Background: an optimization exercise with open tools, aiming at small area, a short achievable clock period and few clock cycles per item. Do not read the settings as production practice. In this exercise RTL edits were held to simulation tests only and were not proved equivalent to the original. Power figures rest on the tool's default switching activity, not on a simulated workload.

--- config.mk ---
export PLATFORM = sky130hd
export DESIGN_NAME = ntsc_csc
export DESIGN_NICKNAME = ntsc_csc
export VERILOG_FILES = /design/flow/design.v
export SDC_FILE = /design/flow/constraint.sdc
export NUM_CORES = 4
export LEC_CHECK = 0
export CAP_MARGIN = 20
export CORE_MARGIN = 2
export CORE_UTILIZATION = 40
export SETUP_SLACK_MARGIN = 5
export SLEW_MARGIN = 20
--- design.v ---
module ntsc_palette (
    input  wire [5:0]  index,
    output wire [23:0] rgb
);
    localparam [64*24-1:0] PAL = {
        24'h000000, 24'h000000, 24'hF8D8F8, 24'h00FCFC, 24'hB8F8D8, 24'hB8F8B8, 24'hD8F878, 24'hF8D878,
        24'hFCE0A8, 24'hF0D0B0, 24'hF8A4C0, 24'hF8B8F8, 24'hD8B8F8, 24'hB8B8F8, 24'hA4E4FC, 24'hFCFCFC,
        24'h000000, 24'h000000, 24'h787878, 24'h00E8D8, 24'h58F898, 24'h58D854, 24'hB8F818, 24'hF8B800,
        24'hFCA044, 24'hF87858, 24'hF85898, 24'hF878F8, 24'h9878F8, 24'h6888FC, 24'h3CBCFC, 24'hF8F8F8,
        24'h000000, 24'h000000, 24'h000000, 24'h008888, 24'h00A844, 24'h00A800, 24'h00B800, 24'hAC7C00,
        24'hE45C10, 24'hF83800, 24'hE40058, 24'hD800CC, 24'h6844FC, 24'h0058F8, 24'h0078F8, 24'hBCBCBC,
        24'h000000, 24'h000000, 24'h000000, 24'h004058, 24'h005800, 24'h006800, 24'h007800, 24'h503000,
        24'h881400, 24'hA81000, 24'hA80020, 24'h940084, 24'h4428BC, 24'h0000BC, 24'h0000FC, 24'h7C7C7C
    };
    assign rgb = PAL[index*24 +: 24];
endmodule
module ntsc_cand (
    input  wire [23:0] col,
    input  wire [2:0]  step,
    output reg  [6:0]  o
);
    always @(*) begin
        if (col[7:0] < 8'd97) begin
            if (col[23:16] < 8'd94) begin
                if (col[15:8] < 8'd96) begin
                    if (col[23:16] < 8'd61) begin
                        if (col[15:8] < 8'd44) begin
                            if (col[7:0] < 8'd36) begin
                                if (col[23:16] < 8'd29) begin
                                    o = 7'd77;
                                end else begin
                                    case (step)
                                        3'd0: o = 7'd8;
                                        default: o = 7'd77;
                                    endcase
                                end
                            end else begin
                                case (step)
                                    3'd0: o = 7'd8;
                                    3'd1: o = 7'd12;
                                    default: o = 7'd77;
                                endcase
                            end
                        end else begin
                            if (col[7:0] < 8'd65) begin
                                case (step)
                                    3'd0: o = 7'd8;
                                    3'd1: o = 7'd11;
                                    default: o = 7'd76;
                                endcase
                            end else begin
                                o = 7'd76;
                            end
                        end
                    end else begin
                        if (col[15:8] < 8'd48) begin
                            if (col[7:0] < 8'd65) begin
                                case (step)
                                    3'd0: o = 7'd7;
                                    default: o = 7'd72;
                                endcase
                            end else begin
                                case (step)
                                    3'd0: o = 7'd4;
                                    3'd1: o = 7'd7;
                                    3'd2: o = 7'd8;
                                    3'd3: o = 7'd12;
                                    default: o = 7'd109;
                                endcase
                            end
                        end else begin
                            if (col[7:0] < 8'd56) begin
                                o = 7'd72;
                            end else begin
                                case (step)
                                    3'd0: o = 7'd8;
                                    3'd1: o = 7'd12;
                                    default: o = 7'd109;
                                endcase
                            end
                        end
                    end
                end else begin
                    if (col[15:8] < 8'd145) begin
                        if (col[23:16] < 8'd54) begin
                            if (col[7:0] < 8'd35) begin
                                case (step)
                                    3'd0: o = 7'd9;
                                    default: o = 7'd74;
                                endcase
                            end else begin
                                case (step)
                                    3'd0: o = 7'd9;
                                    3'd1: o = 7'd10;
                                    3'd2: o = 7'd12;
                                    3'd3: o = 7'd27;
                                    default: o = 7'd92;
                                endcase
                            end
                        end else begin
                            if (col[7:0] < 8'd66) begin
                                case (step)
                                    3'd0: o = 7'd8;
                                    3'd1: o = 7'd9;
                                    3'd2: o = 7'd10;
                                    3'd3: o = 7'd12;
                                    3'd4: o = 7'd24;
                                    3'd5: o = 7'd27;
                                    3'd6: o = 7'd42;
                                    default: o = 7'd109;
                                endcase
                            end else begin
                                case (step)
                                    3'd0: o = 7'd12;
                                    3'd1: o = 7'd27;
                                    3'd2: o = 7'd28;
                                    default: o = 7'd109;
                                endcase
                            end
                        end
                    end else begin
                        if (col[15:8] < 8'd176) begin
                            if (col[23:16] < 8'd50) begin
                                if (col[7:0] < 8'd35) begin
                                    o = 7'd90;
                                end else begin
                                    o = 7'd91;
                                end
                            end else begin
                                case (step)
                                    3'd0: o = 7'd24;
                                    3'd1: o = 7'd26;
                                    3'd2: o = 7'd27;
                                    3'd3: o = 7'd42;
                                    default: o = 7'd109;
                                endcase
                            end
                        end else begin
                            if (col[7:0] < 8'd53) begin
                                if (col[7:0] < 8'd35) begin
                                    case (step)
                                        3'd0: o = 7'd25;
                                        default: o = 7'd106;
                                    endcase
                                end else begin
                                    case (step)
                                        3'd0: o = 7'd25;
                                        3'd1: o = 7'd27;
                                        default: o = 7'd106;
                                    endcase
                                end
                            end else begin
                                case (step)
                                    3'd0: o = 7'd27;
                                    default: o = 7'd106;
                                endcase
                            end
                        end
                    end
                end
            end else begin
                if (col[15:8] < 8'd88) begin
                    if (col[23:16] < 8'd165) begin
                        if (col[7:0] < 8'd50) begin
                            if (col[15:8] < 8'd71) begin
                                if (col[23:16] < 8'd128) begin
                                    case (step)
                                        3'd0: o = 7'd5;
                                        3'd1: o = 7'd7;
                                        default: o = 7'd72;
                                    endcase
                                end else begin
                                    case (step)
                                        3'd0: o = 7'd5;
                                        3'd1: o = 7'd6;
                                        default: o = 7'd71;
                                    endcase
                                end
                            end else begin
                                case (step)
                                    3'd0: o = 7'd7;
                                    3'd1: o = 7'd8;
                                    default: o = 7'd88;
                                endcase
                            end
                        end else begin
                            case (step)
                                3'd0: o = 7'd4;
                                3'd1: o = 7'd5;
                                3'd2: o = 7'd7;
                                3'd3: o = 7'd8;
                                3'd4: o = 7'd24;
                                default: o = 7'd109;
                            endcase
                        end
                    end else begin
                        if (col[23:16] < 8'd191) begin
                            if (col[7:0] < 8'd67) begin
                                if (col[15:8] < 8'd54) begin
                                    case (step)
                                        3'd0: o = 7'd5;
                                        default: o = 7'd70;
                                    endcase
                                end else begin
                                    case (step)
                                        3'd0: o = 7'd5;
                                        3'd1: o = 7'd6;
                                        3'd2: o = 7'd23;
                                        default: o = 7'd88;
                                    endcase
                                end
                            end else begin
                                case (step)
                                    3'd0: o = 7'd4;
                                    3'd1: o = 7'd5;
                                    3'd2: o = 7'd21;
                                    3'd3: o = 7'd23;
                                    3'd4: o = 7'd24;
                                    3'd5: o = 7'd38;
                                    default: o = 7'd109;
                                endcase
                            end
                        end else begin
                            if (col[7:0] < 8'd39) begin
                                if (col[23:16] < 8'd231) begin
                                    case (step)
                                        3'd0: o = 7'd5;
                                        3'd1: o = 7'd6;
                                        3'd2: o = 7'd21;
                                        3'd3: o = 7'd22;
                                        default: o = 7'd87;
                                    endcase
                                end else begin
                                    case (step)
                                        3'd0: o = 7'd21;
                                        3'd1: o = 7'd22;
                                        default: o = 7'd87;
                                    endcase
                                end
                            end else begin
                                if (col[7:0] < 8'd80) begin
                                    case (step)
                                        3'd0: o = 7'd5;
                                        3'd1: o = 7'd21;
                                        3'd2: o = 7'd22;
                                        3'd3: o = 7'd23;
                                        default: o = 7'd102;
                                    endcase
                                end else begin
                                    case (step)
                                        3'd0: o = 7'd21;
                                        default: o = 7'd102;
                                    endcase
                                end
                            end
                        end
                    end
                end else begin
                    if (col[15:8] < 8'd166) begin
                        if (col[23:16] < 8'd171) begin
                            if (col[15:8] < 8'd135) begin
                                if (col[23:16] < 8'd125) begin
                                    if (col[7:0] < 8'd60) begin
                                        case (step)
                                            3'd0: o = 7'd8;
                                            3'd1: o = 7'd24;
                                            default: o = 7'd109;
                                        endcase
                                    end else begin
                                        o = 7'd109;
                                    end
                                end else begin
                                    case (step)
                                        3'd0: o = 7'd0;
                                        3'd1: o = 7'd24;
                                        default: o = 7'd109;
                                    endcase
                                end
                            end else begin
                                case (step)
                                    3'd0: o = 7'd0;
                                    3'd1: o = 7'd24;
                                    3'd2: o = 7'd42;
                                    default: o = 7'd109;
                                endcase
                            end
                        end else begin
                            if (col[7:0] < 8'd42) begin
                                if (col[15:8] < 8'd122) begin
                                    case (step)
                                        3'd0: o = 7'd23;
                                        default: o = 7'd88;
                                    endcase
                                end else begin
                                    case (step)
                                        3'd0: o = 7'd23;
                                        3'd1: o = 7'd24;
                                        3'd2: o = 7'd39;
                                        default: o = 7'd104;
                                    endcase
                                end
                            end else begin
                                if (col[23:16] < 8'd208) begin
                                    case (step)
                                        3'd0: o = 7'd0;
                                        3'd1: o = 7'd23;
                                        3'd2: o = 7'd24;
                                        3'd3: o = 7'd38;
                                        3'd4: o = 7'd39;
                                        default: o = 7'd109;
                                    endcase
                                end else begin
                                    case (step)
                                        3'd0: o = 7'd23;
                                        3'd1: o = 7'd38;
                                        default: o = 7'd103;
                                    endcase
                                end
                            end
                        end
                    end else begin
                        if (col[23:16] < 8'd182) begin
                            if (col[15:8] < 8'd195) begin
                                if (col[23:16] < 8'd164) begin
                                    case (step)
                                        3'd0: o = 7'd0;
                                        3'd1: o = 7'd24;
                                        3'd2: o = 7'd41;
                                        default: o = 7'd106;
                                    endcase
                                end else begin
                                    case (step)
                                        3'd0: o = 7'd0;
                                        3'd1: o = 7'd24;
                                        3'd2: o = 7'd39;
                                        3'd3: o = 7'd41;
                                        3'd4: o = 7'd42;
                                        default: o = 7'd121;
                                    endcase
                                end
                            end else begin
                                if (col[7:0] < 8'd79) begin
                                    case (step)
                                        3'd0: o = 7'd41;
                                        default: o = 7'd106;
                                    endcase
                                end else begin
                                    case (step)
                                        3'd0: o = 7'd41;
                                        3'd1: o = 7'd42;
                                        default: o = 7'd121;
                                    endcase
                                end
                            end
                        end else begin
                            if (col[7:0] < 8'd32) begin
                                case (step)
                                    3'd0: o = 7'd24;
                                    3'd1: o = 7'd40;
                                    default: o = 7'd105;
                                endcase
                            end else begin
                                if (col[7:0] < 8'd57) begin
                                    case (step)
                                        3'd0: o = 7'd24;
                                        3'd1: o = 7'd39;
                                        3'd2: o = 7'd40;
                                        3'd3: o = 7'd41;
                                        3'd4: o = 7'd56;
                                        default: o = 7'd121;
                                    endcase
                                end else begin
                                    case (step)
                                        3'd0: o = 7'd39;
                                        3'd1: o = 7'd41;
                                        3'd2: o = 7'd56;
                                        default: o = 7'd121;
                                    endcase
                                end
                            end
                        end
                    end
                end
            end
        end else begin
            if (col[23:16] < 8'd164) begin
                if (col[15:8] < 8'd126) begin
                    if (col[23:16] < 8'd84) begin
                        if (col[7:0] < 8'd185) begin
                            if (col[23:16] < 8'd54) begin
                                if (col[15:8] < 8'd68) begin
                                    case (step)
                                        3'd0: o = 7'd2;
                                        3'd1: o = 7'd3;
                                        default: o = 7'd76;
                                    endcase
                                end else begin
                                    if (col[7:0] < 8'd162) begin
                                        case (step)
                                            3'd0: o = 7'd3;
                                            3'd1: o = 7'd12;
                                            default: o = 7'd92;
                                        endcase
                                    end else begin
                                        case (step)
                                            3'd0: o = 7'd2;
                                            3'd1: o = 7'd3;
                                            3'd2: o = 7'd18;
                                            default: o = 7'd92;
                                        endcase
                                    end
                                end
                            end else begin
                                if (col[15:8] < 8'd87) begin
                                    case (step)
                                        3'd0: o = 7'd3;
                                        3'd1: o = 7'd4;
                                        3'd2: o = 7'd12;
                                        default: o = 7'd109;
                                    endcase
                                end else begin
                                    case (step)
                                        3'd0: o = 7'd0;
                                        3'd1: o = 7'd3;
                                        3'd2: o = 7'd12;
                                        3'd3: o = 7'd28;
                                        3'd4: o = 7'd34;
                                        default: o = 7'd109;
                                    endcase
                                end
                            end
                        end else begin
                            if (col[15:8] < 8'd96) begin
                                if (col[23:16] < 8'd46) begin
                                    if (col[7:0] < 8'd220) begin
                                        case (step)
                                            3'd0: o = 7'd2;
                                            3'd1: o = 7'd3;
                                            default: o = 7'd82;
                                        endcase
                                    end else begin
                                        case (step)
                                            3'd0: o = 7'd1;
                                            3'd1: o = 7'd3;
                                            default: o = 7'd82;
                                        endcase
                                    end
                                end else begin
                                    if (col[7:0] < 8'd204) begin
                                        o = 7'd67;
                                    end else begin
                                        case (step)
                                            3'd0: o = 7'd1;
                                            3'd1: o = 7'd3;
                                            3'd2: o = 7'd18;
                                            default: o = 7'd83;
                                        endcase
                                    end
                                end
                            end else begin
                                if (col[15:8] < 8'd104) begin
                                    case (step)
                                        3'd0: o = 7'd3;
                                        3'd1: o = 7'd18;
                                        3'd2: o = 7'd19;
                                        3'd3: o = 7'd28;
                                        default: o = 7'd98;
                                    endcase
                                end else begin
                                    if (col[7:0] < 8'd213) begin
                                        case (step)
                                            3'd0: o = 7'd3;
                                            3'd1: o = 7'd17;
                                            3'd2: o = 7'd28;
                                            default: o = 7'd98;
                                        endcase
                                    end else begin
                                        case (step)
                                            3'd0: o = 7'd17;
                                            default: o = 7'd98;
                                        endcase
                                    end
                                end
                            end
                        end
                    end else begin
                        if (col[7:0] < 8'd179) begin
                            if (col[15:8] < 8'd107) begin
                                if (col[15:8] < 8'd46) begin
                                    case (step)
                                        3'd0: o = 7'd3;
                                        default: o = 7'd68;
                                    endcase
                                end else begin
                                    if (col[15:8] < 8'd71) begin
                                        case (step)
                                            3'd0: o = 7'd0;
                                            3'd1: o = 7'd3;
                                            3'd2: o = 7'd4;
                                            default: o = 7'd109;
                                        endcase
                                    end else begin
                                        if (col[7:0] < 8'd136) begin
                                            if (col[23:16] < 8'd125) begin
                                                o = 7'd109;
                                            end else begin
                                                case (step)
                                                    3'd0: o = 7'd0;
                                                    default: o = 7'd109;
                                                endcase
                                            end
                                        end else begin
                                            case (step)
                                                3'd0: o = 7'd0;
                                                3'd1: o = 7'd3;
                                                default: o = 7'd109;
                                            endcase
                                        end
                                    end
                                end
                            end else begin
                                case (step)
                                    3'd0: o = 7'd0;
                                    default: o = 7'd109;
                                endcase
                            end
                        end else begin
                            if (col[15:8] < 8'd103) begin
                                if (col[23:16] < 8'd112) begin
                                    case (step)
                                        3'd0: o = 7'd0;
                                        3'd1: o = 7'd3;
                                        default: o = 7'd83;
                                    endcase
                                end else begin
                                    if (col[15:8] < 8'd58) begin
                                        case (step)
                                            3'd0: o = 7'd3;
                                            3'd1: o = 7'd4;
                                            3'd2: o = 7'd19;
                                            default: o = 7'd84;
                                        endcase
                                    end else begin
                                        if (col[7:0] < 8'd204) begin
                                            case (step)
                                                3'd0: o = 7'd0;
                                                3'd1: o = 7'd3;
                                                3'd2: o = 7'd4;
                                                3'd3: o = 7'd19;
                                                3'd4: o = 7'd20;
                                                default: o = 7'd99;
                                            endcase
                                        end else begin
                                            case (step)
                                                3'd0: o = 7'd19;
                                                default: o = 7'd99;
                                            endcase
                                        end
                                    end
                                end
                            end else begin
                                if (col[7:0] < 8'd199) begin
                                    case (step)
                                        3'd0: o = 7'd0;
                                        3'd1: o = 7'd3;
                                        3'd2: o = 7'd34;
                                        default: o = 7'd99;
                                    endcase
                                end else begin
                                    case (step)
                                        3'd0: o = 7'd34;
                                        default: o = 7'd99;
                                    endcase
                                end
                            end
                        end
                    end
                end else begin
                    if (col[23:16] < 8'd94) begin
                        if (col[7:0] < 8'd174) begin
                            if (col[23:16] < 8'd56) begin
                                if (col[15:8] < 8'd162) begin
                                    case (step)
                                        3'd0: o = 7'd27;
                                        default: o = 7'd92;
                                    endcase
                                end else begin
                                    case (step)
                                        3'd0: o = 7'd27;
                                        3'd1: o = 7'd28;
                                        3'd2: o = 7'd42;
                                        3'd3: o = 7'd43;
                                        default: o = 7'd108;
                                    endcase
                                end
                            end else begin
                                if (col[15:8] < 8'd183) begin
                                    case (step)
                                        3'd0: o = 7'd0;
                                        3'd1: o = 7'd27;
                                        3'd2: o = 7'd28;
                                        3'd3: o = 7'd33;
                                        3'd4: o = 7'd42;
                                        3'd5: o = 7'd43;
                                        default: o = 7'd109;
                                    endcase
                                end else begin
                                    case (step)
                                        3'd0: o = 7'd42;
                                        default: o = 7'd107;
                                    endcase
                                end
                            end
                        end else begin
                            if (col[15:8] < 8'd186) begin
                                if (col[7:0] < 8'd198) begin
                                    case (step)
                                        3'd0: o = 7'd0;
                                        3'd1: o = 7'd17;
                                        3'd2: o = 7'd28;
                                        3'd3: o = 7'd33;
                                        3'd4: o = 7'd34;
                                        3'd5: o = 7'd43;
                                        default: o = 7'd108;
                                    endcase
                                end else begin
                                    case (step)
                                        3'd0: o = 7'd17;
                                        3'd1: o = 7'd33;
                                        3'd2: o = 7'd34;
                                        default: o = 7'd108;
                                    endcase
                                end
                            end else begin
                                if (col[7:0] < 8'd227) begin
                                    if (col[23:16] < 8'd18) begin
                                        o = 7'd108;
                                    end else begin
                                        case (step)
                                            3'd0: o = 7'd33;
                                            3'd1: o = 7'd43;
                                            default: o = 7'd108;
                                        endcase
                                    end
                                end else begin
                                    if (col[23:16] < 8'd68) begin
                                        case (step)
                                            3'd0: o = 7'd33;
                                            3'd1: o = 7'd44;
                                            default: o = 7'd124;
                                        endcase
                                    end else begin
                                        case (step)
                                            3'd0: o = 7'd33;
                                            default: o = 7'd107;
                                        endcase
                                    end
                                end
                            end
                        end
                    end else begin
                        if (col[7:0] < 8'd181) begin
                            if (col[15:8] < 8'd163) begin
                                if (col[7:0] < 8'd144) begin
                                    case (step)
                                        3'd0: o = 7'd0;
                                        default: o = 7'd109;
                                    endcase
                                end else begin
                                    if (col[23:16] < 8'd96) begin
                                        case (step)
                                            3'd0: o = 7'd0;
                                            default: o = 7'd109;
                                        endcase
                                    end else begin
                                        case (step)
                                            3'd0: o = 7'd0;
                                            default: o = 7'd80;
                                        endcase
                                    end
                                end
                            end else begin
                                if (col[7:0] < 8'd142) begin
                                    if (col[23:16] < 8'd135) begin
                                        case (step)
                                            3'd0: o = 7'd0;
                                            3'd1: o = 7'd42;
                                            3'd2: o = 7'd43;
                                            default: o = 7'd109;
                                        endcase
                                    end else begin
                                        case (step)
                                            3'd0: o = 7'd0;
                                            3'd1: o = 7'd16;
                                            3'd2: o = 7'd42;
                                            3'd3: o = 7'd43;
                                            3'd4: o = 7'd57;
                                            default: o = 7'd122;
                                        endcase
                                    end
                                end else begin
                                    if (col[15:8] < 8'd193) begin
                                        case (step)
                                            3'd0: o = 7'd0;
                                            3'd1: o = 7'd16;
                                            default: o = 7'd107;
                                        endcase
                                    end else begin
                                        case (step)
                                            3'd0: o = 7'd16;
                                            3'd1: o = 7'd43;
                                            default: o = 7'd122;
                                        endcase
                                    end
                                end
                            end
                        end else begin
                            if (col[15:8] < 8'd204) begin
                                if (col[15:8] < 8'd173) begin
                                    if (col[23:16] < 8'd113) begin
                                        case (step)
                                            3'd0: o = 7'd0;
                                            default: o = 7'd98;
                                        endcase
                                    end else begin
                                        case (step)
                                            3'd0: o = 7'd0;
                                            3'd1: o = 7'd16;
                                            3'd2: o = 7'd34;
                                            3'd3: o = 7'd35;
                                            default: o = 7'd114;
                                        endcase
                                    end
                                end else begin
                                    case (step)
                                        3'd0: o = 7'd0;
                                        3'd1: o = 7'd16;
                                        3'd2: o = 7'd33;
                                        3'd3: o = 7'd34;
                                        3'd4: o = 7'd43;
                                        3'd5: o = 7'd49;
                                        default: o = 7'd114;
                                    endcase
                                end
                            end else begin
                                if (col[23:16] < 8'd118) begin
                                    case (step)
                                        3'd0: o = 7'd33;
                                        3'd1: o = 7'd43;
                                        default: o = 7'd113;
                                    endcase
                                end else begin
                                    if (col[7:0] < 8'd218) begin
                                        case (step)
                                            3'd0: o = 7'd16;
                                            3'd1: o = 7'd43;
                                            3'd2: o = 7'd49;
                                            3'd3: o = 7'd58;
                                            default: o = 7'd123;
                                        endcase
                                    end else begin
                                        case (step)
                                            3'd0: o = 7'd49;
                                            default: o = 7'd123;
                                        endcase
                                    end
                                end
                            end
                        end
                    end
                end
            end else begin
                if (col[15:8] < 8'd198) begin
                    if (col[15:8] < 8'd113) begin
                        if (col[7:0] < 8'd186) begin
                            if (col[23:16] < 8'd207) begin
                                if (col[7:0] < 8'd143) begin
                                    if (col[15:8] < 8'd65) begin
                                        case (step)
                                            3'd0: o = 7'd4;
                                            3'd1: o = 7'd21;
                                            default: o = 7'd101;
                                        endcase
                                    end else begin
                                        case (step)
                                            3'd0: o = 7'd0;
                                            3'd1: o = 7'd4;
                                            3'd2: o = 7'd21;
                                            3'd3: o = 7'd37;
                                            3'd4: o = 7'd38;
                                            default: o = 7'd109;
                                        endcase
                                    end
                                end else begin
                                    case (step)
                                        3'd0: o = 7'd0;
                                        3'd1: o = 7'd4;
                                        3'd2: o = 7'd20;
                                        3'd3: o = 7'd35;
                                        default: o = 7'd101;
                                    endcase
                                end
                            end else begin
                                if (col[15:8] < 8'd66) begin
                                    case (step)
                                        3'd0: o = 7'd20;
                                        3'd1: o = 7'd21;
                                        3'd2: o = 7'd37;
                                        default: o = 7'd102;
                                    endcase
                                end else begin
                                    case (step)
                                        3'd0: o = 7'd37;
                                        default: o = 7'd102;
                                    endcase
                                end
                            end
                        end else begin
                            if (col[23:16] < 8'd201) begin
                                case (step)
                                    3'd0: o = 7'd19;
                                    3'd1: o = 7'd20;
                                    3'd2: o = 7'd35;
                                    default: o = 7'd101;
                                endcase
                            end else begin
                                if (col[15:8] < 8'd41) begin
                                    o = 7'd84;
                                end else begin
                                    case (step)
                                        3'd0: o = 7'd20;
                                        3'd1: o = 7'd36;
                                        default: o = 7'd101;
                                    endcase
                                end
                            end
                        end
                    end else begin
                        if (col[7:0] < 8'd197) begin
                            if (col[7:0] < 8'd148) begin
                                if (col[15:8] < 8'd150) begin
                                    case (step)
                                        3'd0: o = 7'd0;
                                        3'd1: o = 7'd16;
                                        3'd2: o = 7'd37;
                                        3'd3: o = 7'd38;
                                        default: o = 7'd117;
                                    endcase
                                end else begin
                                    if (col[23:16] < 8'd197) begin
                                        case (step)
                                            3'd0: o = 7'd0;
                                            3'd1: o = 7'd16;
                                            3'd2: o = 7'd38;
                                            3'd3: o = 7'd39;
                                            3'd4: o = 7'd56;
                                            default: o = 7'd121;
                                        endcase
                                    end else begin
                                        case (step)
                                            3'd0: o = 7'd16;
                                            3'd1: o = 7'd38;
                                            3'd2: o = 7'd39;
                                            3'd3: o = 7'd53;
                                            3'd4: o = 7'd54;
                                            default: o = 7'd120;
                                        endcase
                                    end
                                end
                            end else begin
                                if (col[15:8] < 8'd157) begin
                                    case (step)
                                        3'd0: o = 7'd0;
                                        3'd1: o = 7'd16;
                                        3'd2: o = 7'd35;
                                        3'd3: o = 7'd37;
                                        default: o = 7'd117;
                                    endcase
                                end else begin
                                    if (col[23:16] < 8'd207) begin
                                        o = 7'd80;
                                    end else begin
                                        case (step)
                                            3'd0: o = 7'd16;
                                            3'd1: o = 7'd53;
                                            default: o = 7'd118;
                                        endcase
                                    end
                                end
                            end
                        end else begin
                            if (col[23:16] < 8'd201) begin
                                if (col[15:8] < 8'd155) begin
                                    case (step)
                                        3'd0: o = 7'd16;
                                        3'd1: o = 7'd35;
                                        3'd2: o = 7'd50;
                                        default: o = 7'd117;
                                    endcase
                                end else begin
                                    case (step)
                                        3'd0: o = 7'd16;
                                        default: o = 7'd114;
                                    endcase
                                end
                            end else begin
                                if (col[7:0] < 8'd228) begin
                                    case (step)
                                        3'd0: o = 7'd16;
                                        3'd1: o = 7'd36;
                                        3'd2: o = 7'd51;
                                        3'd3: o = 7'd52;
                                        3'd4: o = 7'd53;
                                        default: o = 7'd118;
                                    endcase
                                end else begin
                                    if (col[23:16] < 8'd233) begin
                                        case (step)
                                            3'd0: o = 7'd36;
                                            default: o = 7'd115;
                                        endcase
                                    end else begin
                                        case (step)
                                            3'd0: o = 7'd36;
                                            default: o = 7'd116;
                                        endcase
                                    end
                                end
                            end
                        end
                    end
                end else begin
                    if (col[7:0] < 8'd210) begin
                        if (col[7:0] < 8'd201) begin
                            if (col[7:0] < 8'd163) begin
                                if (col[7:0] < 8'd135) begin
                                    if (col[23:16] < 8'd197) begin
                                        case (step)
                                            3'd0: o = 7'd16;
                                            default: o = 7'd121;
                                        endcase
                                    end else begin
                                        case (step)
                                            3'd0: o = 7'd56;
                                            default: o = 7'd121;
                                        endcase
                                    end
                                end else begin
                                    case (step)
                                        3'd0: o = 7'd16;
                                        3'd1: o = 7'd54;
                                        3'd2: o = 7'd55;
                                        3'd3: o = 7'd56;
                                        3'd4: o = 7'd57;
                                        default: o = 7'd122;
                                    endcase
                                end
                            end else begin
                                if (col[23:16] < 8'd203) begin
                                    case (step)
                                        3'd0: o = 7'd16;
                                        default: o = 7'd122;
                                    endcase
                                end else begin
                                    if (col[23:16] < 8'd231) begin
                                        case (step)
                                            3'd0: o = 7'd16;
                                            3'd1: o = 7'd54;
                                            3'd2: o = 7'd55;
                                            default: o = 7'd122;
                                        endcase
                                    end else begin
                                        case (step)
                                            3'd0: o = 7'd54;
                                            default: o = 7'd119;
                                        endcase
                                    end
                                end
                            end
                        end else begin
                            if (col[23:16] < 8'd228) begin
                                case (step)
                                    3'd0: o = 7'd16;
                                    3'd1: o = 7'd54;
                                    default: o = 7'd123;
                                endcase
                            end else begin
                                case (step)
                                    3'd0: o = 7'd32;
                                    3'd1: o = 7'd54;
                                    3'd2: o = 7'd55;
                                    default: o = 7'd123;
                                endcase
                            end
                        end
                    end else begin
                        if (col[15:8] < 8'd232) begin
                            if (col[23:16] < 8'd226) begin
                                if (col[23:16] < 8'd208) begin
                                    case (step)
                                        3'd0: o = 7'd16;
                                        3'd1: o = 7'd49;
                                        3'd2: o = 7'd50;
                                        3'd3: o = 7'd51;
                                        3'd4: o = 7'd59;
                                        default: o = 7'd125;
                                    endcase
                                end else begin
                                    if (col[7:0] < 8'd217) begin
                                        case (step)
                                            3'd0: o = 7'd16;
                                            3'd1: o = 7'd51;
                                            3'd2: o = 7'd54;
                                            3'd3: o = 7'd59;
                                            default: o = 7'd125;
                                        endcase
                                    end else begin
                                        case (step)
                                            3'd0: o = 7'd51;
                                            3'd1: o = 7'd59;
                                            default: o = 7'd125;
                                        endcase
                                    end
                                end
                            end else begin
                                if (col[15:8] < 8'd207) begin
                                    case (step)
                                        3'd0: o = 7'd51;
                                        3'd1: o = 7'd52;
                                        3'd2: o = 7'd54;
                                        default: o = 7'd125;
                                    endcase
                                end else begin
                                    if (col[7:0] < 8'd215) begin
                                        case (step)
                                            3'd0: o = 7'd54;
                                            default: o = 7'd125;
                                        endcase
                                    end else begin
                                        o = 7'd125;
                                    end
                                end
                            end
                        end else begin
                            if (col[23:16] < 8'd227) begin
                                case (step)
                                    3'd0: o = 7'd32;
                                    3'd1: o = 7'd49;
                                    3'd2: o = 7'd54;
                                    default: o = 7'd123;
                                endcase
                            end else begin
                                if (col[15:8] < 8'd236) begin
                                    case (step)
                                        3'd0: o = 7'd32;
                                        default: o = 7'd118;
                                    endcase
                                end else begin
                                    case (step)
                                        3'd0: o = 7'd32;
                                        default: o = 7'd112;
                                    endcase
                                end
                            end
                        end
                    end
                end
            end
        end
    end
endmodule
module ntsc_palk (
    input  wire [5:0]  index,
    output wire [14:0] k
);
    localparam [64*15-1:0] K = {
        15'd24576,
        15'd24576,
        15'd3368,
        15'd8700,
        15'd6824,
        15'd8424,
        15'd9256,
        15'd9256,
        15'd6838,
        15'd8096,
        15'd8918,
        15'd4968,
        15'd6824,
        15'd8424,
        15'd6778,
        15'd762,
        15'd24576,
        15'd24576,
        15'd19176,
        15'd12016,
        15'd13032,
        15'd16894,
        15'd12584,
        15'd12656,
        15'd12860,
        15'd14120,
        15'd13032,
        15'd7400,
        15'd12200,
        15'd12974,
        15'd11770,
        15'd1512,
        15'd24576,
        15'd24576,
        15'd24576,
        15'd19952,
        15'd20470,
        15'd21048,
        15'd20344,
        15'd18956,
        15'd16988,
        15'd16496,
        15'd17110,
        15'd13542,
        15'd14708,
        15'd15920,
        15'd15088,
        15'd11322,
        15'd24576,
        15'd24576,
        15'd24576,
        15'd23096,
        15'd23608,
        15'd23224,
        15'd22776,
        15'd23488,
        15'd22214,
        15'd21016,
        15'd20920,
        15'd19660,
        15'd19380,
        15'd20158,
        15'd16638,
        15'd18810
    };
    assign k = K[index*15 +: 15];
endmodule
module ntsc_pack (
    input  wire [23:0] c,
    output wire [15:0] w
);
    localparam [256*5-1:0] Q5 = {
        5'd31,
        5'd31,
        5'd31,
        5'd31,
        5'd31,
        5'd30,
        5'd30,
        5'd30,
        5'd30,
        5'd30,
        5'd30,
        5'd30,
        5'd30,
        5'd29,
        5'd29,
        5'd29,
        5'd29,
        5'd29,
        5'd29,
        5'd29,
        5'd29,
        5'd28,
        5'd28,
        5'd28,
        5'd28,
        5'd28,
        5'd28,
        5'd28,
        5'd28,
        5'd27,
        5'd27,
        5'd27,
        5'd27,
        5'd27,
        5'd27,
        5'd27,
        5'd27,
        5'd27,
        5'd26,
        5'd26,
        5'd26,
        5'd26,
        5'd26,
        5'd26,
        5'd26,
        5'd26,
        5'd25,
        5'd25,
        5'd25,
        5'd25,
        5'd25,
        5'd25,
        5'd25,
        5'd25,
        5'd24,
        5'd24,
        5'd24,
        5'd24,
        5'd24,
        5'd24,
        5'd24,
        5'd24,
        5'd23,
        5'd23,
        5'd23,
        5'd23,
        5'd23,
        5'd23,
        5'd23,
        5'd23,
        5'd22,
        5'd22,
        5'd22,
        5'd22,
        5'd22,
        5'd22,
        5'd22,
        5'd22,
        5'd22,
        5'd21,
        5'd21,
        5'd21,
        5'd21,
        5'd21,
        5'd21,
        5'd21,
        5'd21,
        5'd20,
        5'd20,
        5'd20,
        5'd20,
        5'd20,
        5'd20,
        5'd20,
        5'd20,
        5'd19,
        5'd19,
        5'd19,
        5'd19,
        5'd19,
        5'd19,
        5'd19,
        5'd19,
        5'd18,
        5'd18,
        5'd18,
        5'd18,
        5'd18,
        5'd18,
        5'd18,
        5'd18,
        5'd18,
        5'd17,
        5'd17,
        5'd17,
        5'd17,
        5'd17,
        5'd17,
        5'd17,
        5'd17,
        5'd16,
        5'd16,
        5'd16,
        5'd16,
        5'd16,
        5'd16,
        5'd16,
        5'd16,
        5'd15,
        5'd15,
        5'd15,
        5'd15,
        5'd15,
        5'd15,
        5'd15,
        5'd15,
        5'd14,
        5'd14,
        5'd14,
        5'd14,
        5'd14,
        5'd14,
        5'd14,
        5'd14,
        5'd13,
        5'd13,
        5'd13,
        5'd13,
        5'd13,
        5'd13,
        5'd13,
        5'd13,
        5'd13,
        5'd12,
        5'd12,
        5'd12,
        5'd12,
        5'd12,
        5'd12,
        5'd12,
        5'd12,
        5'd11,
        5'd11,
        5'd11,
        5'd11,
        5'd11,
        5'd11,
        5'd11,
        5'd11,
        5'd10,
        5'd10,
        5'd10,
        5'd10,
        5'd10,
        5'd10,
        5'd10,
        5'd10,
        5'd9,
        5'd9,
        5'd9,
        5'd9,
        5'd9,
        5'd9,
        5'd9,
        5'd9,
        5'd9,
        5'd8,
        5'd8,
        5'd8,
        5'd8,
        5'd8,
        5'd8,
        5'd8,
        5'd8,
        5'd7,
        5'd7,
        5'd7,
        5'd7,
        5'd7,
        5'd7,
        5'd7,
        5'd7,
        5'd6,
        5'd6,
        5'd6,
        5'd6,
        5'd6,
        5'd6,
        5'd6,
        5'd6,
        5'd5,
        5'd5,
        5'd5,
        5'd5,
        5'd5,
        5'd5,
        5'd5,
        5'd5,
        5'd4,
        5'd4,
        5'd4,
        5'd4,
        5'd4,
        5'd4,
        5'd4,
        5'd4,
        5'd4,
        5'd3,
        5'd3,
        5'd3,
        5'd3,
        5'd3,
        5'd3,
        5'd3,
        5'd3,
        5'd2,
        5'd2,
        5'd2,
        5'd2,
        5'd2,
        5'd2,
        5'd2,
        5'd2,
        5'd1,
        5'd1,
        5'd1,
        5'd1,
        5'd1,
        5'd1,
        5'd1,
        5'd1,
        5'd0,
        5'd0,
        5'd0,
        5'd0,
        5'd0
    };
    localparam [256*6-1:0] Q6 = {
        6'd63,
        6'd63,
        6'd63,
        6'd62,
        6'd62,
        6'd62,
        6'd62,
        6'd61,
        6'd61,
        6'd61,
        6'd61,
        6'd60,
        6'd60,
        6'd60,
        6'd60,
        6'd59,
        6'd59,
        6'd59,
        6'd59,
        6'd58,
        6'd58,
        6'd58,
        6'd58,
        6'd57,
        6'd57,
        6'd57,
        6'd57,
        6'd56,
        6'd56,
        6'd56,
        6'd56,
        6'd55,
        6'd55,
        6'd55,
        6'd55,
        6'd54,
        6'd54,
        6'd54,
        6'd54,
        6'd53,
        6'd53,
        6'd53,
        6'd53,
        6'd52,
        6'd52,
        6'd52,
        6'd52,
        6'd51,
        6'd51,
        6'd51,
        6'd51,
        6'd50,
        6'd50,
        6'd50,
        6'd50,
        6'd49,
        6'd49,
        6'd49,
        6'd49,
        6'd48,
        6'd48,
        6'd48,
        6'd48,
        6'd47,
        6'd47,
        6'd47,
        6'd47,
        6'd46,
        6'd46,
        6'd46,
        6'd46,
        6'd45,
        6'd45,
        6'd45,
        6'd45,
        6'd44,
        6'd44,
        6'd44,
        6'd44,
        6'd43,
        6'd43,
        6'd43,
        6'd43,
        6'd42,
        6'd42,
        6'd42,
        6'd42,
        6'd42,
        6'd41,
        6'd41,
        6'd41,
        6'd41,
        6'd40,
        6'd40,
        6'd40,
        6'd40,
        6'd39,
        6'd39,
        6'd39,
        6'd39,
        6'd38,
        6'd38,
        6'd38,
        6'd38,
        6'd37,
        6'd37,
        6'd37,
        6'd37,
        6'd36,
        6'd36,
        6'd36,
        6'd36,
        6'd35,
        6'd35,
        6'd35,
        6'd35,
        6'd34,
        6'd34,
        6'd34,
        6'd34,
        6'd33,
        6'd33,
        6'd33,
        6'd33,
        6'd32,
        6'd32,
        6'd32,
        6'd32,
        6'd31,
        6'd31,
        6'd31,
        6'd31,
        6'd30,
        6'd30,
        6'd30,
        6'd30,
        6'd29,
        6'd29,
        6'd29,
        6'd29,
        6'd28,
        6'd28,
        6'd28,
        6'd28,
        6'd27,
        6'd27,
        6'd27,
        6'd27,
        6'd26,
        6'd26,
        6'd26,
        6'd26,
        6'd25,
        6'd25,
        6'd25,
        6'd25,
        6'd24,
        6'd24,
        6'd24,
        6'd24,
        6'd23,
        6'd23,
        6'd23,
        6'd23,
        6'd22,
        6'd22,
        6'd22,
        6'd22,
        6'd21,
        6'd21,
        6'd21,
        6'd21,
        6'd21,
        6'd20,
        6'd20,
        6'd20,
        6'd20,
        6'd19,
        6'd19,
        6'd19,
        6'd19,
        6'd18,
        6'd18,
        6'd18,
        6'd18,
        6'd17,
        6'd17,
        6'd17,
        6'd17,
        6'd16,
        6'd16,
        6'd16,
        6'd16,
        6'd15,
        6'd15,
        6'd15,
        6'd15,
        6'd14,
        6'd14,
        6'd14,
        6'd14,
        6'd13,
        6'd13,
        6'd13,
        6'd13,
        6'd12,
        6'd12,
        6'd12,
        6'd12,
        6'd11,
        6'd11,
        6'd11,
        6'd11,
        6'd10,
        6'd10,
        6'd10,
        6'd10,
        6'd9,
        6'd9,
        6'd9,
        6'd9,
        6'd8,
        6'd8,
        6'd8,
        6'd8,
        6'd7,
        6'd7,
        6'd7,
        6'd7,
        6'd6,
        6'd6,
        6'd6,
        6'd6,
        6'd5,
        6'd5,
        6'd5,
        6'd5,
        6'd4,
        6'd4,
        6'd4,
        6'd4,
        6'd3,
        6'd3,
        6'd3,
        6'd3,
        6'd2,
        6'd2,
        6'd2,
        6'd2,
        6'd1,
        6'd1,
        6'd1,
        6'd1,
        6'd0,
        6'd0,
        6'd0
    };
    assign w = {Q5[c[23:16]*5 +: 5], Q6[c[15:8]*6 +: 6], Q5[c[7:0]*5 +: 5]};
endmodule
module ntsc_unpack (
    input  wire [15:0] w,
    output wire [23:0] c
);
    localparam [32*8-1:0] E5 = {
        8'd255,
        8'd247,
        8'd239,
        8'd230,
        8'd222,
        8'd214,
        8'd206,
        8'd197,
        8'd189,
        8'd181,
        8'd173,
        8'd165,
        8'd156,
        8'd148,
        8'd140,
        8'd132,
        8'd123,
        8'd115,
        8'd107,
        8'd99,
        8'd90,
        8'd82,
        8'd74,
        8'd66,
        8'd58,
        8'd49,
        8'd41,
        8'd33,
        8'd25,
        8'd16,
        8'd8,
        8'd0
    };
    localparam [64*8-1:0] E6 = {
        8'd255,
        8'd251,
        8'd247,
        8'd243,
        8'd239,
        8'd235,
        8'd231,
        8'd227,
        8'd223,
        8'd219,
        8'd215,
        8'd210,
        8'd206,
        8'd202,
        8'd198,
        8'd194,
        8'd190,
        8'd186,
        8'd182,
        8'd178,
        8'd174,
        8'd170,
        8'd166,
        8'd162,
        8'd158,
        8'd154,
        8'd150,
        8'd146,
        8'd142,
        8'd138,
        8'd134,
        8'd130,
        8'd125,
        8'd121,
        8'd117,
        8'd113,
        8'd109,
        8'd105,
        8'd101,
        8'd97,
        8'd93,
        8'd89,
        8'd85,
        8'd81,
        8'd77,
        8'd73,
        8'd69,
        8'd65,
        8'd61,
        8'd57,
        8'd53,
        8'd49,
        8'd45,
        8'd40,
        8'd36,
        8'd32,
        8'd28,
        8'd24,
        8'd20,
        8'd16,
        8'd12,
        8'd8,
        8'd4,
        8'd0
    };
    assign c = {E5[w[15:11]*8 +: 8], E6[w[10:5]*8 +: 8], E5[w[4:0]*8 +: 8]};
endmodule
module ntsc_csc (
    input  wire        clk,
    input  wire        rst,
    input  wire        in_valid,
    output wire        in_ready,
    input  wire [1:0]  in_op,
    input  wire [31:0] in_data,
    output wire        out_valid,
    input  wire        out_ready,
    output wire [31:0] out_data,
    output wire        out_err
);
    localparam OP_DECODE = 2'd0;
    localparam OP_ENCODE = 2'd1;
    localparam OP_PACK   = 2'd2;
    localparam OP_UNPACK = 2'd3;
    reg         ov;
    reg  [23:0] od;
    reg         oe;
    wire        adv = !ov | out_ready;
    reg         v0;
    reg  [1:0]  op0;
    reg  [23:0] d0;
    reg         e0;
    reg         v1;
    reg  [1:0]  op1;
    reg  [23:0] d1;
    reg         e1;
    reg  [2:0]  step1;
    reg  [5:0]  idx1;
    reg         first1, last1;
    reg         sel1;        
    wire        done1 = !v1 | last1;
    wire        take0 = adv & done1;
    assign in_ready = adv & (!v0 | done1);
    always @(posedge clk) begin
        if (rst) begin
            v0 <= 1'b0;
        end else if (in_ready) begin
            v0 <= in_valid;
        end
    end
    always @(posedge clk) begin
        if (in_ready) begin
            op0 <= in_op;
            d0  <= in_data[23:0];
            e0  <= |in_data[31:6];
        end
    end
    wire [23:0] ccol  = sel1 ? d0 : d1;
    wire [2:0]  cstep = sel1 ? 3'd0 : step1;
    wire [6:0]  cand;
    ntsc_cand u_cand (.col(ccol), .step(cstep), .o(cand));
    always @(posedge clk) begin
        if (rst) begin
            v1 <= 1'b0;
        end else if (take0) begin
            v1 <= v0;
        end
    end
    always @(posedge clk) begin
        if (rst) begin
            sel1 <= 1'b1;
        end else if (adv) begin
            sel1 <= done1 ? (!v0 | (op0 != OP_ENCODE) | cand[6]) : cand[6];
        end
    end
    always @(posedge clk) begin
        if (adv) begin
            if (done1) begin
                op1    <= op0;
                d1     <= d0;
                e1     <= e0;
                step1  <= 3'd1;
                first1 <= 1'b1;
                idx1   <= (op0 == OP_ENCODE) ? cand[5:0] : d0[5:0];
                last1  <= (op0 == OP_ENCODE) ? cand[6] : 1'b1;
            end else begin
                step1  <= step1 + 3'd1;
                first1 <= 1'b0;
                idx1   <= cand[5:0];
                last1  <= cand[6];
            end
        end
    end
    wire [23:0] prgb;
    wire [14:0] pk;
    ntsc_palette u_pal (.index(idx1), .rgb(prgb));
    ntsc_palk    u_pk  (.index(idx1), .k(pk));
    wire [9:0]  r3 = {2'b00, d1[23:16]} + {1'b0, d1[23:16], 1'b0};
    wire [9:0]  g3 = {2'b00, d1[15:8]}  + {1'b0, d1[15:8], 1'b0};
    wire [9:0]  b3 = {2'b00, d1[7:0]}   + {1'b0, d1[7:0], 1'b0};
    function [9:0] pick(input [1:0] dig, input [7:0] c, input [9:0] c3);
        case (dig)
            2'd0:    pick = 10'd0;
            2'd1:    pick = {2'b00, c};
            2'd2:    pick = {1'b0, c, 1'b0};
            default: pick = c3;
        endcase
    endfunction
    function [33:0] csa(input [16:0] a, input [16:0] b, input [16:0] c);
        csa = {(a & b | a & c | b & c) << 1, a ^ b ^ c};
    endfunction
    wire [16:0] row0 = {7'd0, pick(prgb[19:18], d1[23:16], r3)};
    wire [16:0] row1 = {5'd0, pick(prgb[21:20], d1[23:16], r3), 2'd0};
    wire [16:0] row2 = {3'd0, pick(prgb[23:22], d1[23:16], r3), 4'd0};
    wire [16:0] row3 = {7'd0, pick(prgb[11:10], d1[15:8], g3)};
    wire [16:0] row4 = {5'd0, pick(prgb[13:12], d1[15:8], g3), 2'd0};
    wire [16:0] row5 = {3'd0, pick(prgb[15:14], d1[15:8], g3), 4'd0};
    wire [16:0] row6 = {7'd0, pick(prgb[3:2], d1[7:0], b3)};
    wire [16:0] row7 = {5'd0, pick(prgb[5:4], d1[7:0], b3), 2'd0};
    wire [16:0] row8 = {3'd0, pick(prgb[7:6], d1[7:0], b3), 4'd0};
    wire [33:0] l1a = csa(row0, row1, row2);
    wire [33:0] l1b = csa(row3, row4, row5);
    wire [33:0] l1c = csa(row6, row7, row8);
    wire [33:0] l2a = csa(l1a[16:0], l1a[33:17], l1b[16:0]);
    wire [33:0] l2b = csa(l1b[33:17], l1c[16:0], l1c[33:17]);
    wire [33:0] l3a = csa(l2a[16:0], l2a[33:17], l2b[16:0]);
    wire [15:0] packed565;
    wire [23:0] unpacked;
    ntsc_pack   u_pack   (.c(d1), .w(packed565));
    ntsc_unpack u_unpack (.w(d1[15:0]), .c(unpacked));
    reg  [23:0] r1;
    always @(*) begin
        case (op1)
            OP_DECODE: r1 = e1 ? 24'd0 : prgb;
            OP_ENCODE: r1 = {1'b0, idx1, l3a[16:0]};
            OP_PACK:   r1 = {8'd0, packed565};
            default:   r1 = unpacked;
        endcase
    end
    reg         v2;
    reg         enc2, first2, last2, err2;
    reg  [23:0] d2;
    reg  [16:1] c2, e2;
    reg  [14:0] k2;
    always @(posedge clk) begin
        if (rst) begin
            v2 <= 1'b0;
        end else if (adv) begin
            v2 <= v1;
        end
    end
    always @(posedge clk) begin
        if (adv) begin
            enc2   <= (op1 == OP_ENCODE);
            first2 <= first1;
            last2  <= last1;
            err2   <= e1 & (op1 == OP_DECODE);
            d2     <= r1;
            c2     <= l3a[33:18];
            e2     <= l2b[33:18];
            k2     <= pk;
        end
    end
    reg  [16:0] best;
    wire [16:0] score2 = d2[16:0] + {c2, 1'b0} + {e2, 1'b0} + {2'b00, k2};
    wire [17:0] diff2  = {1'b0, d2[16:0]} + {1'b0, c2, 1'b0} + {1'b0, e2, 1'b0} + {3'b000, k2} + {1'b1, ~best};
    wire        better = first2 | !diff2[17];
    always @(posedge clk) begin
        if (rst) begin
            ov <= 1'b0;
        end else if (adv) begin
            ov <= v2 & (!enc2 | last2);
        end
    end
    always @(posedge clk) begin
        if (adv & v2) begin
            if (enc2) begin
                oe <= 1'b0;
                if (better) begin
                    best <= score2;
                    od   <= {18'd0, d2[22:17]};
                end
            end else begin
                oe <= err2;
                od <= d2;
            end
        end
    end
    assign out_valid = ov;
    assign out_data  = {8'd0, od};
    assign out_err   = oe;
endmodule
--- run.sh ---
#!/bin/bash
# synth_recipe.tcl (not shown) runs the flow's synth.tcl, then flattens the netlist and writes it again
# the make line also repeats each setting of config.mk as NAME=value (left out here)
make -C /OpenROAD-flow-scripts/flow DESIGN_CONFIG=/design/flow/config.mk WORK_HOME=/design/flow/orfs CLKGATE_MAP_FILE= SYNTH_SCRIPT=/design/flow/synth_recipe.tcl finish
--- constraint.sdc ---
create_clock -name core_clock -period 10.5 [get_ports {clk}]
set_input_delay 2.1000 -clock core_clock [delete_from_list [all_inputs] [get_ports {clk}]]
set_output_delay 2.1000 -clock core_clock [all_outputs]
set_load 0.01 [all_outputs]
==> results.toml, run 1 <==
[status]
outcome = "complete, no violations"

[clock_network]
clock_latency_ns = 0.49
htreeDepth = 4
numCtsBuffers = 17
cts_tree = "done"
cts.clk_slew.worst_paths_ns = 0.08
clock-sinks = 178
cts_buffer_depth = 2
cts_root_buf = "clkbuf_16"

[yosys]
synth_top_area_frac = 0.222
seq_area_frac_synth = 0.226
synthSimpleGateAreaFrac = 0.188
synthMuxAreaShare = 0.0525
synthAdderAreaFrac = 0.138
ys_ff_latch = 178
yosys-top-cells-area = "edfxtp_1 22%, fa_1 7.9%, a21oi_1 6.5%"
synth_area_per_cell_um2 = 7.84
syn_inst = 2991
yosys.area.top_type = "edfxtp_1"
synth-compound-area-share = 0.304
synthArstFlopShare = 0
synthFlopType = "edfxtp_1"
syn_area_um2 = 23400
synth_xor_area_frac = 0.0146
yosys_warnings = 2
synth_cell_type_count = 116
synth_top_family_by_area = "compound AO/OA/AOI/OAI gates"
synth_edf_count = 173

[setup_path]
cp_max_fo = 14
cp.required_ns = 8.40
critPathLaunchType = "input port"
cp_cell_sequence = "clkdlybuf4s50_1 > nor2b_4 > a21oi_4 > buf_12 > dlygate4sd2_1"
crit_type = "in -> out"
critPathSlowestCell = "clkdlybuf4s50_1"
critPathBufInv = 3
slowest_delay_ns = 0.44
worstSetupEndpointType = "output port"
crit_family = "buffers and inverters"
critPathArrivalTime_ns = 3.34

[final_layout]
fillers = 5841
area_growth_pct = 9.00
nets = 3185
final_cell_mix = "300 x a21oi_1, 285 x nor2_1, 284 x nand2_1"
drive_above_1_share = 0.0852
final_common_cell = "a21oi_1"

[hold_path]
hold_class = "reg -> reg"

[routing]
vias = 24915
dr.pass1.iters = 7
ant_nets = 0
viasPerCell = 6.69
postRouteWirelength_um = 107000
routedWlPerCell_um = 28.8
drtIter0Drc = 3852
route.detailed.drc = 0

[placed_design]
gp_congestion = 1.06
hpwl_um = 82100
dp_slack_ns = 4.34
portBuffers = 64

[die]
pin_count = 73
dieArea_um2 = 60500
start_util = 0.405
rows = 88
core-area_um2 = 57800
dieWidth_um = 246
dieHeight_um = 246

[run]
maxCapViolations = 0

[power_and_ir_drop]
seq_power_share = 0.173
p_total_mw = 7.04
pwr-share-comb = 0.731
p_int_mw = 3.44
pwr-share-clk = 0.096
power.leakage_nw = 9.80
switchingPower_mw = 3.60
peakVddDrop_mv = 0.354
p_sw_frac = 0.511
p_per_area_nw_per_um2 = 275

[timing]
relSlewSlack = 0.213
setup_viol = 0
fin_crit_ns = 5.44
max_freq_mhz = 184
fin_skew_ns = 0.0298
post-route-worst-setup-slack_ns = 5.06
rsz0062_at_grt = "yes"
slew_viol_final = 0
hold_viol_final = 0
fin_crit_sh = 0.518
fin_setup_tns_ns = 0
worst_slew_pin_slew_ns = 1.17
holdWs_ns = 0.415

[global_route]
grt_pass1_wl_um = 156000
overflow = 0
grt_pass1_vias = 22879
grt_max_degree = 95
track_usage = 0.348
antenna_found_initial = 4
[final cells by class]
| class | count | area (um^2) | share of cell area |
|---|---|---|---|
| multi-input cells | 2387 | 16500 | 0.645 |
| flip-flops and latches | 178 | 5300 | 0.207 |
| repair buffers | 161 | 1420 | 0.0556 |
| well taps | 765 | 957 | 0.0375 |
| inverters | 200 | 754 | 0.0295 |
| clock buffers | 17 | 425 | 0.0167 |
| clock inverters | 15 | 198 | 0.00774 |
| diodes | 1 | 2.50 | 0.0000980 |
[per-stage QoR]
step	utilization	cells	area, um^2
after CTS	0.440	3717	25400
after global routing	0.442	3723	25500
after floorplan	-	2998	23500
after detailed placement	0.427	3680	24700
after global placement	0.427	3680	24700
final	0.442	3724	25500
[power groups by stage]
| stage | Clock, mW | Combinational [mW] | Sequential (mW) |
|---|---|---|---|
| after global routing | 0.716 | 5.71 | 1.23 |
| final | 0.676 | 5.14 | 1.22 |
| after CTS | 0.692 | 5.05 | 1.22 |
| after detailed placement | 0 | 5.02 | 1.24 |
| after floorplan | 0 | 3.55 | 1.18 |
| after global placement | 0 | 4.92 | 1.23 |
[Yosys cell counts (13+ instances only)]
library cell	count
a21oi_1	304
a211oi_1	53
nor2b_1	47
o31ai_1	23
nand3b_1	18
nor3b_1	15
o221ai_1	14
o211ai_1	49
nand2b_1	24
nor4_1	25
edfxtp_1	173
mux2_2	17
xnor2_1	29
a21boi_0	13
fa_1	93
a31oi_1	58
mux2i_1	78
ha_1	109
o21ai_0	251
inv_1	191
a311oi_1	21
o22ai_1	38
nor2_1	290
o21ai_1	28
nand2_1	284
a221oi_1	13
nor3_1	61
buf_2	35
nand3_1	71
buf_1	29
o21a_1	21
clkbuf_1	147
a21o_1	23
[worst paths after layout]
check / start / endpoint / slack, ns / cells after the start
worst max-delay path: out_ready / in_ready / 5.06 / 5
worst min-delay path: e0 / e1 / 0.42 / 0
worst max register to register: sel1 / idx1[0] / 5.12 / 11
worst min register to register: e0 / e1 / 0.42 / 0
[kinds of logic after synthesis]
| logic type | after synthesis |
|---|---|
| AO/OA/AOI/OAI | 1097 |
| AND/OR/NAND/NOR | 932 |
| buffers and inverters | 433 |
| adder cells (fa/ha/maj) | 203 |
| flip-flops | 178 |
| multiplexers | 108 |
| XOR/XNOR | 39 |
| other | 1 |
[registers in the layout, indices dropped and copies added (netlist names), 10 cells and up]
register / cells
d1: 24
od: 24
k2: 14
best: 17
d2: 24
c2: 14
d0: 24
e2: 10
[what timing repair did]
item	4_1_cts	5_1_grt
buffers inserted	4	5
gates resized for setup	13	20
gates cloned	1	0
setup endpoints to repair	17	12
hold buffers	0	0
[layer usage]
| layer | global-route usage | vias up | wire, um |
|---|---|---|---|
| met1 | 0.510 | 12135 | 46700 |
| li1 | - | 10932 | - |
| met5 | 0 | - | 17 |
| met3 | 0.0926 | 216 | 13100 |
| met2 | 0.488 | 1630 | 43700 |
| met4 | 0.113 | 2 | 3670 |
Testbench counts, summed over its fixed seeds: cycles 2,981, items 2,048.
==> run 2, diff against run 1 <==
==> flow/run.sh (new file) <==
#!/bin/bash
set -euo pipefail
bash standard.sh SETUP_SLACK_MARGIN=6.0 finish > standard_flow.log 2>&1
==> standard.sh (new file) <==
#!/bin/bash
# synth_recipe.tcl (not shown) runs the flow's synth.tcl, then flattens the netlist and writes it again
# the make line also repeats each setting of config.mk as NAME=value (left out here)
make -C /OpenROAD-flow-scripts/flow DESIGN_CONFIG=/design/flow/config.mk WORK_HOME=/design/flow/orfs CLKGATE_MAP_FILE= SYNTH_SCRIPT=/design/flow/synth_recipe.tcl "${@:-finish}"
--- a/config.mk
+++ b/config.mk
@@ -9,4 +9,3 @@
 export CORE_MARGIN = 2
 export CORE_UTILIZATION = 40
-export SETUP_SLACK_MARGIN = 5
 export SLEW_MARGIN = 20
removed: run.sh
==> results.toml, run 2 <==
[status]
outcome = "complete, no violations"

[setup_path]
crit_type = "in -> out"
critPathLaunchType = "input port"
critPathArrivalTime_ns = 2.67
worstReg2RegStart = "idx1[0]"
r2r_cells = 16
cp.required_ns = 8.40
cp_max_fo = 2
worstSetupEndpointType = "output port"
worst-r2r-setup-slack_ns = 5.86
r2r-end = "d2[8]"

[yosys]
yosys_warnings = 2
synthFlopType = "edfxtp_1"
seq_area_frac_synth = 0.226
synthSimpleGateAreaFrac = 0.188
yosys-top-cells-area = "edfxtp_1 22%, fa_1 7.9%, a21oi_1 6.5%"
synth_xor_area_frac = 0.0146
synthAdderAreaFrac = 0.138
synthMuxAreaShare = 0.0525
synthArstFlopShare = 0
synth_edf_count = 173
synth.most_common_cell = "a21oi_1"
synth_top_family_by_area = "compound AO/OA/AOI/OAI gates"
yosys.area.top_type = "edfxtp_1"
ys_ff_latch = 178
syn_area_um2 = 23400
synth_top_area_frac = 0.222
synth-compound-area-share = 0.304
syn_inst = 2991
synth_cell_type_count = 116
synth_area_per_cell_um2 = 7.84
yosys-top-cells-count = "304 x a21oi_1, 290 x nor2_1, 284 x nand2_1"

[die]
dieHeight_um = 246
core-area_um2 = 57800
dieWidth_um = 246
start_util = 0.405
rows = 88
pin_count = 73
dieArea_um2 = 60500

[global_route]
track_usage = 0.372
grt_max_degree = 75
grt_pass1_wl_um = 165000
antenna_found_initial = 12
overflow = 0
grt_pass1_vias = 24031

[clock_network]
clock-sinks = 178
clock_latency_ns = 0.50
htreeDepth = 4
holdBufCountCts = 0
cts.clk_slew.worst_paths_ns = 0.10
numCtsBuffers = 17
cts_buffer_depth = 2
cts_root_buf = "clkbuf_16"
cts_tree = "done"

[routing]
viasPerCell = 6.82
postRouteWirelength_um = 119000
routedWlPerCell_um = 30.1
dr.pass1.iters = 7
vias = 26850
route.detailed.drc = 0
ant_nets = 0
drtIter0Drc = 4096

[power_and_ir_drop]
p_per_area_nw_per_um2 = 282
power.leakage_nw = 11.2
p_total_mw = 8.15
peakVddDrop_mv = 0.332

[timing]
fin_setup_tns_ns = 0
rsz0062_at_grt = "yes"
fin_skew_ns = 0.0282
worst_slew_pin_slew_ns = 1.14
relSlewSlack = 0.230
fin_crit_sh = 0.454
fin_crit_ns = 4.77
max_freq_mhz = 210
hold_viol_final = 0
setup_viol = 0
holdWs_ns = 0.419
slew_viol_final = 0

[run]
maxCapViolations = 0

[hold_path]
min_to = "e1"
hold_class = "reg -> reg"
hold_path_depth = 0
min_from = "e0"

[final_layout]
fillers = 5486
nets = 3398
drive_above_1_share = 0.206
area_growth_pct = 23.5
final_area_um2 = 29000
final_cell_mix = "263 x nor2_1, 263 x a21oi_1, 262 x nand2_1"

[placed_design]
place_area_um2 = 24800
portBuffers = 64
gp_congestion = 1.08
hpwl_um = 84700
-- run 2: cell counts after synthesis --
Identical to the previous run, type by type.
-- run 2: kinds of logic after synthesis --
logic type / after synthesis
multiplexers: 108
flip-flops: 178
AND/OR/NAND/NOR: 932
buffers and inverters: 433
XOR/XNOR: 39
other: 1
adder cells (fa/ha/maj): 203
AO/OA/AOI/OAI: 1097
-- run 2: how the worst max path moves through the flow --
stage / from / endpoint / slack (ns) / cells after the start
floorplan: out_ready / in_ready / 5.72 / 2
global route: out_ready / in_ready / 5.72 / 5
global placement: out_ready / in_ready / 4.53 / 5
finish: out_ready / in_ready / 5.73 / 5
detailed placement: out_ready / in_ready / 4.52 / 5
CTS: out_ready / in_ready / 5.74 / 5
-- run 2: worst max-delay path, stage by stage --
cell and delay (ns):
buf_6 0.09, nor2b_4 0.13, a21oi_4 0.05, buf_12 0.17, buf_6 0.12
-- run 2: metal layers --
layer | up-vias | share of wire | global-route usage
met3 | 398 | 0.14 | 0.141
met1 | 12963 | 0.41 | 0.522
met5 | - | 0.00051 | 0
li1 | 11398 | - | -
met2 | 2083 | 0.40 | 0.516
met4 | 8 | 0.043 | 0.127
-- run 2: stage by stage --
step	setup slack, ns	instances	util
6_report	5.73	3938	0.501
5_1_grt	5.72	3936	0.501
4_1_cts	5.74	3819	0.470
3_5_place_dp	4.52	3682	0.428
3_3_place_gp	4.53	3681	0.428
2_1_floorplan	5.72	2998	-
-- run 2: report_power, final --
group	internal, mW	switching [mW]	leakage (nW)
registers	1.10	0.116	1.84
logic	2.62	3.60	9.10
clock network	0.333	0.375	0.309
total	4.06	4.09	11.2
-- run 2: cell type report --
type / instances / area (um^2) / area share
timing repair buffer: 372 / 3610 / 0.125
clock buffer: 17 / 425 / 0.0147
multi-input combinational: 2389 / 17600 / 0.608
clock inverter: 15 / 218 / 0.00752
antenna: 2 / 5.00 / 0.000173
tap: 765 / 957 / 0.0331
sequential: 178 / 5300 / 0.183
inverter: 200 / 826 / 0.0285
-- run 2: what timing repair did --
| item | 4_1_cts | 5_1_grt |
|---|---|---|
| buffers inserted | 99 | 108 |
| cloned | 6 | 9 |
| setup endpoints to repair | 79 | 60 |
| resized for setup | 202 | 197 |
| pin swaps | 35 | 102 |
==> run 3, diff against run 2 <==
==> flow/run.sh (replaced) <==
#!/bin/bash
set -euo pipefail
bash standard.sh SETUP_SLACK_MARGIN=5.8 finish > standard_flow.log 2>&1
==> results.toml, run 3 <==
[timing]
fin_crit_sh = 0.461
slew_viol_final = 0
setup_viol = 0
fin_skew_ns = 0.0164
fin_setup_tns_ns = 0
fin_crit_ns = 4.84
max_freq_mhz = 207
rsz0062_at_grt = "yes"
hold_viol_final = 0
relSlewSlack = 0.233
worst_slew_pin_slew_ns = 1.12

[setup_path]
critPathSlowestCell = "edfxtp_1"
cp_max_fo = 8
critPathLaunchType = "register"
cp.required_ns = 10.72
critPathArrivalTime_ns = 5.06
crit_top_cell = "fa_1"
crit_type = "reg -> reg"
slowest_delay_ns = 0.52
cp_cell_sequence = "clkinvlp_4 > buf_6 > buf_6 > ha_4 > inv_4 > nand2_4 > a21oi_2 > a311oi_2 > a211oi_2 > nor3_2 > buf_4 > and2_4 > nand2_1 > o21ai_2 > fa_1 > inv_1 > fa_1 > inv_1 > fa_1 > mux4_2"
worstSetupEndpointType = "register"

[global_route]
use_met3 = 0.0980
overflow = 0
grt_max_degree = 95
antenna_found_initial = 1
grt_pass1_vias = 23416
track_usage = 0.354
grt_pass1_wl_um = 158000
met2_usage = 0.510
use_met1 = 0.507
top_usage_layer = "met2"

[die]
pin_count = 73
dieWidth_um = 246
dieArea_um2 = 60500
rows = 88
core-area_um2 = 57800
dieHeight_um = 246
start_util = 0.405

[yosys]
synth_top_area_frac = 0.222
syn_inst = 2991
ys_ff_latch = 178
synthArstFlopShare = 0
yosys-top-cells-count = "304 x a21oi_1, 290 x nor2_1, 284 x nand2_1"
synth_edf_count = 173
yosys_warnings = 2
syn_area_um2 = 23400
synthFlopType = "edfxtp_1"
yosys.area.top_type = "edfxtp_1"
seq_area_frac_synth = 0.226
yosys-top-cells-area = "edfxtp_1 22%, fa_1 7.9%, a21oi_1 6.5%"
synth.most_common_cell = "a21oi_1"
synth_area_per_cell_um2 = 7.84
synth_cell_type_count = 116

[final_layout]
nets = 3301
final_cell_count_no_fill = 3841
final_common_cell = "a21oi_1"
drive_above_1_share = 0.158
final_cell_mix = "277 x a21oi_1, 272 x nand2_1, 268 x nor2_1"
utilization = 0.474
area_growth_pct = 16.9

[routing]
routedWlPerCell_um = 28.8
ant_nets = 0
dr.pass1.iters = 6
viasPerCell = 6.68
route.detailed.drc = 0
postRouteWirelength_um = 110000
vias = 25654
drtIter0Drc = 4032

[clock_network]
cts_buffer_depth = 2
clock_latency_ns = 0.49
holdBufCountCts = 0
clock-sinks = 178
htreeDepth = 4
cts.clk_slew.worst_paths_ns = 0.08
cts_tree = "done"
numCtsBuffers = 17
cts_root_buf = "clkbuf_16"

[placed_design]
portBuffers = 64
dp_cells = 3672
gp_congestion = 1.05
hpwl_um = 81700

[hold_path]
hold_class = "reg -> reg"

[power_and_ir_drop]
peakVddDrop_mv = 0.360
p_per_area_nw_per_um2 = 280
power.leakage_nw = 10.6

[status]
outcome = "complete, no violations"

[run]
maxCapViolations = 0
[run 3: cell counts after synthesis]
Identical to the previous run, type by type.
[run 3: power breakdown]
| group | leakage [nW] | internal (mW) | switching (mW) | total [mW] |
|---|---|---|---|---|
| sequential | 1.84 | 1.10 | 0.114 | 1.22 |
| combinational | 8.44 | 2.37 | 3.38 | 5.75 |
| clock | 0.302 | 0.348 | 0.348 | 0.696 |
[run 3: final timing paths]
path / start / endpoint / slack [ns] / cells after the start
max: idx1[1] / d2[4] / 5.66 / 20
min: e0 / e1 / 0.43 / 0
max reg2reg: idx1[1] / d2[4] / 5.66 / 20
min reg2reg: e0 / e1 / 0.43 / 0
[run 3: layout make-up]
cell class | instances | area [um^2]
fill | 5667 | 30400
sequential | 178 | 5300
inverter | 200 | 779
clock buffer | 17 | 425
antenna | 2 | 5.00
tap | 765 | 957
multi-input combinational | 2388 | 17200
clock inverter | 15 | 201
timing repair buffer | 276 | 2570
[run 3: kinds of logic after synthesis]
logic type,count (synthesis),share of synthesized area
AO/OA/AOI/OAI,1097,0.304
AND/OR/NAND/NOR,932,0.188
buffers and inverters,433,0.0770
adder cells (fa/ha/maj),203,0.138
flip-flops,178,0.226
multiplexers,108,0.0525
XOR/XNOR,39,0.0146
other,1,0.000160
[run 3: metrics by stage]
stage | instance area, um^2 | total power [mW] | hold WS (ns) | setup slack (ns)
global route | 27400 | 8.29 | 0.432 | 5.55
detailed placement | 24600 | 6.25 | 0.412 | 4.51
finish | 27400 | 7.66 | 0.428 | 5.66
CTS | 26400 | 7.22 | 0.432 | 5.54
global placement | 24600 | 6.14 | 0.414 | 4.53
floorplan | 23500 | 4.73 | 0.400 | 5.65
[run 3: per-layer routing]
layer / wire, um / share of wire
met4: 4030 / 0.036
met2: 45800 / 0.41
met5: 0 / 0
met1: 46200 / 0.42
met3: 14400 / 0.13
[run 3: timing repair]
item,4_1_cts,5_1_grt
buffers inserted,65,64
pin swaps,20,49
gates cloned,4,2
endpoints found under the setup margin,80,61
gates resized for setup,135,140
[run 3: critical path, delay by kind of cell (launching register included)]
kind / cells / cell delay, ns
multiplexers: 1 / 0.46
buffers and inverters: 7 / 0.95
adder cells (fa/ha/maj): 4 / 1.64
AO/OA/AOI/OAI: 4 / 0.62
AND/OR/NAND/NOR: 4 / 0.39
flip-flops: 1 / 0.52

[re-timing with driven ports]
In the flow no input, the clock included, has a driving cell. The finished layouts below were timed again as built, in two steps.
Step 1, drivers: a clkbuf_16 drives clk and a buf_2 each remaining input, both assumed.
Step 2 adds t to the input delays and takes it off the output delays; t is the mean of the earliest and latest rising clock arrival at the registers after step 1. Input paths then give back, and output paths get back, about the clock's delay inside the block.
a / b / c = ideal ports / drivers / drivers and shift; a / b = the first two.
| run | t, ns | slack for setup (ns) | cell pins on the clock port's net |
|---|---|---|---|
| run 1 | 0.536 | 5.065 / 5.042 / 5.042 | 1 |
| run 2 | 0.551 | 5.735 / 5.701 / 5.701 | 1 |
| run 3 | 0.542 | 5.661 / 5.661 / 5.661 | 1 |
After both steps every run listed still meets setup and hold. The setup slack of run 2, which loses most, moves by -0.034 ns with the drivers and by -0.034 ns with both steps.
